What follows belongs to an exercise in optimizing a design on an open flow for small area, a short achievable clock period and few clock cycles; a production flow would make more cautious choices.
Only simulation tests tie the RTL to the original design; equivalence was not proved.
No activity file was given, so power comes from the tool's default toggle rates.

## design/flow/config.mk

```make
export PLATFORM = sky130hd
export DESIGN_NAME = crc8_framer
export DESIGN_NICKNAME = crc8_framer
export VERILOG_FILES = /design/flow/design.v
export SDC_FILE = /design/flow/constraint.sdc
export NUM_CORES = 4
export LEC_CHECK = 0
export CAP_MARGIN = 20
export CORE_MARGIN = 2
export CORE_UTILIZATION = 40
export SLEW_MARGIN = 20
```

## design/flow/design.v

```verilog
module crc8_framer (
    input  wire         clk,
    input  wire         rst,
    input  wire         rx_valid,
    input  wire [7:0]   rx_data,
    output wire         rx_ready,
    output wire         tx_valid,
    output wire [7:0]   tx_data,
    input  wire         tx_ready,
    input  wire         cmd_valid,
    output wire         cmd_ready,
    input  wire [7:0]   cmd_code,
    input  wire [7:0]   cmd_arg,
    input  wire [151:0] cmd_pkt,
    output reg          res_valid,
    output reg          res_ok,
    output reg  [31:0]  res_word,
    output reg  [151:0] res_pkt,
    output wire         pkt_avail,
    output wire         q_full
);
    function [7:0] crc8_bit;
        input [7:0] c;
        input       d;
        reg         fb;
        begin
            fb       = c[7] ^ d;
            crc8_bit = {c[6:0], 1'b0} ^ (fb ? 8'h07 : 8'h00);
        end
    endfunction
    function [7:0] crc8_byte;
        input [7:0] c;
        input [7:0] b;
        integer     i;
        reg   [7:0] t;
        begin
            t = c ^ b;
            for (i = 0; i < 8; i = i + 1)
                t = {t[6:0], 1'b0} ^ (t[7] ? 8'h07 : 8'h00);
            crc8_byte = t;
        end
    endfunction
    localparam [151:0] ACK_PKT  = {8'h5A, {16{8'hFF}}, 8'h01, 8'h10};
    localparam [151:0] RETX_PKT = {8'h48, {16{8'hFF}}, 8'h02, 8'h10};
    localparam [2:0] S_IDLE = 3'd0,    
                     S_DISP = 3'd1,    
                     S_TX   = 3'd2,    
                     S_EXEC = 3'd3,    
                     S_CRC  = 3'd4;    
    reg [2:0]   state;
    reg         prefer_cmd;            
    reg [4:0]   rx_pos;                
    reg [151:0] rx_pkt;
    reg [7:0]   rx_crc;                
    reg [151:0] tx_buf;
    reg [4:0]   tx_idx;
    reg         tx_for_cmd;            
    reg [151:0] last_tx;
    reg         last_tx_valid;
    reg [151:0] q_mem [0:7];
    reg [2:0]   q_rd;
    reg [2:0]   q_wr;
    reg [31:0]  cnt_corrupt;
    reg [31:0]  cnt_qfull;
    reg [31:0]  cnt_tx [0:12];
    reg [31:0]  cnt_rx [0:12];
    reg [7:0]   crc_acc;
    reg [7:0]   c_code;
    reg [7:0]   c_arg;
    reg [151:0] c_pkt;
    reg [151:0] work;
    reg [4:0]   work_idx;
    reg [7:0]   work_crc;
    assign pkt_avail = (q_rd != q_wr);
    assign q_full    = ((q_wr + 3'd1) == q_rd);
    wire idle      = (state == S_IDLE);
    wire take_cmd  = idle && cmd_valid && (prefer_cmd || !rx_valid);
    assign cmd_ready = idle && (prefer_cmd || !rx_valid);
    assign rx_ready  = idle && !take_cmd;
    assign tx_valid = (state == S_TX);
    assign tx_data  = tx_buf[tx_idx*8 +: 8];
    wire [7:0] rx_type  = rx_pkt[15:8];
    wire [7:0] tx_type  = tx_buf[15:8];
    wire [7:0] rx_crcb  = rx_pkt[151:144];
    wire [7:0] work_b   = work[work_idx*8 +: 8];
    function [31:0] stat_read;
        input [7:0] sel;
        begin
            if (sel == 8'd0)
                stat_read = cnt_corrupt;
            else if (sel == 8'd1)
                stat_read = cnt_qfull;
            else if (sel >= 8'd16 && sel <= 8'd28)
                stat_read = cnt_tx[sel[3:0]];
            else if (sel >= 8'd32 && sel <= 8'd44)
                stat_read = cnt_rx[sel[3:0]];
            else
                stat_read = 32'd0;
        end
    endfunction
    task do_setup;
        integer k;
        begin
            rx_pos        <= 5'd0;
            last_tx_valid <= 1'b0;
            q_rd          <= 3'd0;
            q_wr          <= 3'd0;
            cnt_corrupt   <= 32'd0;
            cnt_qfull     <= 32'd0;
            for (k = 0; k < 13; k = k + 1) begin
                cnt_tx[k] <= 32'd0;
                cnt_rx[k] <= 32'd0;
            end
            crc_acc       <= 8'h00;
        end
    endtask
    task start_tx;
        input [151:0] p;
        input         for_cmd;
        begin
            tx_buf     <= p;
            tx_idx     <= 5'd0;
            tx_for_cmd <= for_cmd;
            state      <= S_TX;
        end
    endtask
    task finish_cmd;
        input        ok;
        input [31:0] word;
        begin
            res_valid <= 1'b1;
            res_ok    <= ok;
            res_word  <= word;
            state     <= S_IDLE;
        end
    endtask
    always @(posedge clk) begin
        res_valid <= 1'b0;
        if (rst) begin
            state      <= S_IDLE;
            prefer_cmd <= 1'b0;
            do_setup;
        end else begin
            case (state)
            S_IDLE: begin
                if (take_cmd) begin
                    c_code     <= cmd_code;
                    c_arg      <= cmd_arg;
                    c_pkt      <= cmd_pkt;
                    prefer_cmd <= 1'b0;
                    state      <= S_EXEC;
                end else if (rx_valid) begin
                    rx_pkt[rx_pos*8 +: 8] <= rx_data;
                    if (rx_pos == 5'd0)
                        rx_crc <= crc8_byte(8'h00, rx_data);
                    else if (rx_pos != 5'd18)
                        rx_crc <= crc8_byte(rx_crc, rx_data);
                    if (rx_pos == 5'd18) begin
                        rx_pos <= 5'd0;
                        state  <= S_DISP;
                    end else begin
                        rx_pos <= rx_pos + 5'd1;
                    end
                end
            end
            S_DISP: begin
                prefer_cmd <= 1'b1;
                if (rx_crc != rx_crcb) begin
                    cnt_corrupt <= cnt_corrupt + 32'd1;
                    start_tx(RETX_PKT, 1'b0);
                end else begin
                    if (rx_type <= 8'd12)
                        cnt_rx[rx_type[3:0]] <= cnt_rx[rx_type[3:0]] + 32'd1;
                    if (rx_type == 8'd2) begin
                        if (last_tx_valid)
                            start_tx(last_tx, 1'b0);
                        else
                            state <= S_IDLE;
                    end else if (rx_type == 8'd1) begin
                        state <= S_IDLE;
                    end else if (!q_full) begin
                        q_mem[q_wr] <= rx_pkt;
                        q_wr        <= q_wr + 3'd1;
                        start_tx(ACK_PKT, 1'b0);
                    end else begin
                        cnt_qfull <= cnt_qfull + 32'd1;
                        start_tx(RETX_PKT, 1'b0);
                    end
                end
            end
            S_TX: begin
                if (tx_ready) begin
                    if (tx_idx == 5'd18) begin
                        last_tx       <= tx_buf;
                        last_tx_valid <= 1'b1;
                        if (tx_type <= 8'd12)
                            cnt_tx[tx_type[3:0]] <= cnt_tx[tx_type[3:0]] + 32'd1;
                        if (tx_for_cmd)
                            finish_cmd(1'b1, 32'd0);
                        else
                            state <= S_IDLE;
                    end else begin
                        tx_idx <= tx_idx + 5'd1;
                    end
                end
            end
            S_EXEC: begin
                case (c_code)
                8'h00: begin                                   
                    do_setup;
                    finish_cmd(1'b1, 32'd0);
                end
                8'h10: finish_cmd(1'b1, 32'd0);                
                8'h20: finish_cmd(1'b1, {31'd0, pkt_avail});   
                8'h30: begin                                   
                    if (pkt_avail) begin
                        res_pkt <= q_mem[q_rd];
                        q_rd    <= q_rd + 3'd1;
                        finish_cmd(1'b1, 32'd0);
                    end else begin
                        finish_cmd(1'b0, 32'd0);
                    end
                end
                8'h40: start_tx(c_pkt, 1'b1);                  
                8'h50: begin                                   
                    work     <= {8'h00, {16{8'hFF}}, c_arg, 8'h10};
                    work_idx <= 5'd0;
                    work_crc <= 8'h00;
                    state    <= S_CRC;
                end
                8'h60: finish_cmd(1'b1, stat_read(c_arg));     
                8'h70, 8'h71: begin                            
                    work     <= c_pkt;
                    work_idx <= 5'd0;
                    work_crc <= 8'h00;
                    state    <= S_CRC;
                end
                8'h80: begin                                   
                    crc_acc <= 8'h00;
                    finish_cmd(1'b1, 32'd0);
                end
                8'h81: begin                                   
                    crc_acc <= crc8_bit(crc_acc, c_arg[0]);
                    finish_cmd(1'b1, 32'd0);
                end
                8'h82: begin                                   
                    crc_acc <= crc8_byte(crc_acc, c_arg);
                    finish_cmd(1'b1, 32'd0);
                end
                8'h83: finish_cmd(1'b1, {24'd0, crc_acc});     
                default: finish_cmd(1'b0, 32'd0);              
                endcase
            end
            S_CRC: begin
                if (work_idx == 5'd18) begin
                    case (c_code)
                    8'h50: begin
                        res_pkt <= {work_crc, work[143:0]};
                        finish_cmd(1'b1, 32'd0);
                    end
                    8'h70:   finish_cmd(1'b1, {24'd0, work_crc});
                    default: finish_cmd(1'b1, {31'd0, work_crc == work[151:144]});
                    endcase
                end else begin
                    work_crc <= crc8_byte(work_crc, work_b);
                    work_idx <= work_idx + 5'd1;
                end
            end
            default: state <= S_IDLE;
            endcase
        end
    end
endmodule
```

## design/flow/run.sh

```bash
#!/bin/bash
# synth_recipe.tcl (not shown) runs the flow's synth.tcl, then flattens the netlist and writes it again
# the make line also repeats each setting of config.mk as NAME=value (left out here)
make -C /OpenROAD-flow-scripts/flow DESIGN_CONFIG=/design/flow/config.mk WORK_HOME=/design/flow/orfs CLKGATE_MAP_FILE= SYNTH_SCRIPT=/design/flow/synth_recipe.tcl finish
```

## design/flow/constraint.sdc

```tcl
create_clock -name core_clock -period 8.0 [get_ports {clk}]
set_input_delay 1.6000 -clock core_clock [delete_from_list [all_inputs] [get_ports {clk}]]
set_output_delay 1.6000 -clock core_clock [all_outputs]
set_load 0.01 [all_outputs]
```

==> summary.txt <==
## worst max-delay path by stage
stage | start | to | slack (ns) | cells after the start
2_1_floorplan | rst | flop | -2.12 | 3
3_5_place_dp | flop | cnt_tx[15][26] | 2.31 | 10
3_3_place_gp | tx_ready | cnt_tx[10][23] | 2.37 | 9
4_1_cts | tx_idx[0] | tx_data[0] | 1.90 | 6
6_report | tx_idx[0] | tx_data[0] | 1.99 | 6
5_1_grt | flop | cnt_tx[13][26] | 1.77 | 10
## critical path: stages (launching register included)
cell	delay, ns
edfxtp_1	0.71
buf_4	0.67
mux4_2	0.68
mux4_2	0.48
inv_1	0.07
o22ai_1	0.19
clkdlybuf4s50_1	0.57
## placed cells by master, fill, tap and decap left out, types with 20 or more instances in the layout
cell type and instances:
nand2_1 398, mux4_2 927, diode_2 29, mux4_1 20, xnor2_2 24, clkbuf_16 365
nand4_1 33, a22oi_1 100, clkinv_2 71, or3_1 20, dfxtp_1 91, a21oi_2 21
o22a_1 131, clkbuf_1 83, xor2_1 99, mux2_2 72, nor3_1 25, bufinv_16 20
buf_4 145, conb_1 192, mux2i_1 217, clkinv_1 70, buf_12 32, o21ai_0 220
inv_1 100, and2_1 31, nand3_1 71, a21oi_1 127, clkdlybuf4s50_1 370, edfxtp_1 3228
nor2_1 967, or2_2 134, a22o_1 139, xnor2_1 95
## area by class of cell
class | instances | area (sq um) | share of cell area, %
Tap cell | 4751 | 5940 | 3.63
Timing Repair Buffer | 560 | 5530 | 3.38
Clock inverter | 190 | 1550 | 0.944
Inverter | 102 | 388 | 0.237
Antenna cell | 29 | 72.6 | 0.0443
Clock buffer | 450 | 9470 | 5.79
Multi-Input combinational cell | 4337 | 41600 | 25.4
Sequential cell | 3332 | 99100 | 60.5
## cell usage after synthesis (89+ instances only)
library cell / instances / area, sq um
a21oi_1: 128 / 641
a22o_1: 139 / 1220
a22oi_1: 100 / 751
buf_1: 89 / 334
clkbuf_1: 391 / 1470
dfxtp_1: 104 / 2080
edfxtp_1: 3228 / 96900
inv_1: 101 / 379
mux2i_1: 217 / 2170
mux4_2: 927 / 20900
nand2_1: 418 / 1570
nor2_1: 980 / 3680
o21ai_0: 221 / 1110
o22a_1: 131 / 1150
or2_2: 134 / 838
xnor2_1: 119 / 1040
xor2_1: 102 / 893
## layer usage
| layer | vias up | part of all wire (%) | GRT usage [%] |
|---|---|---|---|
| li1 | 33200 | - | - |
| met1 | 42400 | 37 | 30.2 |
| met2 | 3976 | 49 | 38.3 |
| met3 | 735 | 8.0 | 3.69 |
| met4 | 6 | 6.0 | 12.5 |
| met5 | - | 0.0083 | 0 |
## power by group through the flow
stage / Clock (uW) / Sequential, uW / Combinational (uW)
2_1_floorplan: 0 / 20000 / 1360
6_report: 15900 / 19800 / 2060
3_3_place_gp: 0 / 20100 / 2010
3_5_place_dp: 0 / 20200 / 2040
4_1_cts: 16100 / 19800 / 2050
5_1_grt: 16800 / 19800 / 2160
## cells by family (layout without fill, tap and decap cells)
family / count (synthesis) / in the layout / share of synthesized area (%)
multiplexers: 1239 / 1239 / 17.2
XOR/XNOR: 221 / 221 / 1.36
flip-flops: 3332 / 3332 / 69.6
AND/OR/NAND/NOR: 1844 / 1844 / 5.65
buffers and inverters: 671 / 1302 / 2.07
AO/OA/AOI/OAI: 825 / 825 / 4.03
other: 1 / 221 / 0.00263
adder cells (fa/ha/maj): 16 / 16 / 0.141
## through the flow
step | TNS [ns] | hold WS, ns
after detailed placement | 0 | 0.433
after global routing | 0 | 0.382
after CTS | 0 | 0.363
after global placement | 0 | 0.427
after floorplan | -1847.89 | 0.421
final | 0 | 0.372
==> impl_metrics.toml <==
[finish]
reg.largest.list = "q_mem x1216, cnt_rx x512, cnt_tx x512"
final_cell_area_sq_mm = 0.164
fin_util_pct = 46.1
drive_gt1_share_pct = 21.7
largest_reg_flops = 1216
fillers = 30400
regMostFlops = "q_mem"
synthToLayoutAreaGrowth_pct = 15.0
final_cells = 13800
nets = 8888

[power]
leakage_uw = 0.0519
ir_worst_vdd_uv = 187
powerDensity_mw_per_mm2 = 231
p_switching_uw = 8450
pwr-share-clk_pct = 42.1
p_sw_share_pct = 22.4
power_frac_comb_pct = 5.5
p_total_uw = 37800
p_int_uw = 29300
pwr-share-seq_pct = 52.4

[synth]
synthCells = 8149
synth-seq-cells = 3332
yosysWarnings = 1
syn_area_per_cell_sq_um = 17.5
seq_area_frac_synth_pct = 69.6
synth_edf_count = 3228
synth_area_sq_mm = 0.142
synth_top_flop_cell = "edfxtp_1"
synthArstFlopShare_pct = 0
synthDistinctLibCells = 73

[run]
drv_cap = 0

[sta]
rsz0062_at_grt = "no"
setup_ws_ns = 1.99
finalCriticalPeriod_ns = 6.01
tightest_slew_ns = 1.21
relSlewSlack_pct = 18.8
max_freq_mhz = 166
clock-skew-final_ns = 0.112
finalMaxSlewViolations = 0
final-hold-violation-count = 0
fin_crit_sh_pct = 75.1
final-setup-viol-count = 0

[drt]
ant_nets = 0
firstDrtPassIters = 6
drcViolationCount = 0
drtIter0Drc = 9277
num_vias = 80300
wl_per_cell_microns = 31.5
via_per_inst = 5.84
routed_wl_mm = 433

[clock_tree]
cts_made_buffers = 358
clockBufferDepth = 4
root_buffer = "clkbuf_16"
cts_tree = "built"
cts_sinks = 3332
cts-resized-gates = 0
htree_levels = 5
cts_setup_buffers = 0
clk_pin_slew_ns = 0.06
clk_latency_ns = 0.98
cts_hold_buffers = 0

[place]
place_hpwl_mm = 275
place_inst = 13100
post_dp_cell_area_sq_mm = 0.152
dp_slack_ns = 2.31
io_buffers = 379
routabilityCongestion = 0.890

[global_route]
grt_max_degree = 173
grt_pass1_wl_mm = 607
grt_pass1_vias = 80300
antenna_found_initial = 34
grt_overflow_total = 0
grt_usage_pct = 23.4

[hold_path]
holdPathStages = 0
hold_end = "last_tx[116]"
min_from = "tx_buf[116]"
hold_class = "reg -> reg"

[die]
die_w_microns = 601
rows = 219
core_area_sq_mm = 0.355
die_y_microns = 601
io_pins = 380
start_util_pct = 40.1
dieArea_sq_mm = 0.361

[worst_setup_path]
critPathKind = "reg -> out"
ff2ff_setup_slack_ns = 2.21
cp_max_fo = 36
cp-end-kind = "primary output"
reg2reg_depth = 10
r2r_end = "cnt_tx[15][29]"
arrival_ns = 4.41
setup.worst_path.start_class = "flop"
cp.required_ns = 6.40

[status]
status = "complete, no violations"
Testbench counts, summed over its fixed seeds: cycles 21,912.

[port drivers added, routing unchanged]
Ports are ideal in the flow. The routed layout listed here was re-timed in OpenROAD.
Step 1 sets driving cells, clkbuf_16 on the clock port and buf_2 on the other inputs (assumed; they add their load-dependent delay and slew).
Step 2 moves the port delays by t, midway between the first and last clock arrival at a register: inputs arrive t later, outputs are due t later. That takes back most of the time a late clock gives input paths.
Slacks: no drivers / after step 1 / after step 2; pairs: no drivers / after step 1.
t, ns: 1.040
slack for setup (ns): 1.992 / 1.872 / 2.209
latest minus earliest clock arrival (ns): 0.137 / 0.137
After both steps this run still meets setup and hold. The setup slack of this run moves by -0.120 ns with the drivers and by +0.217 ns with both steps.
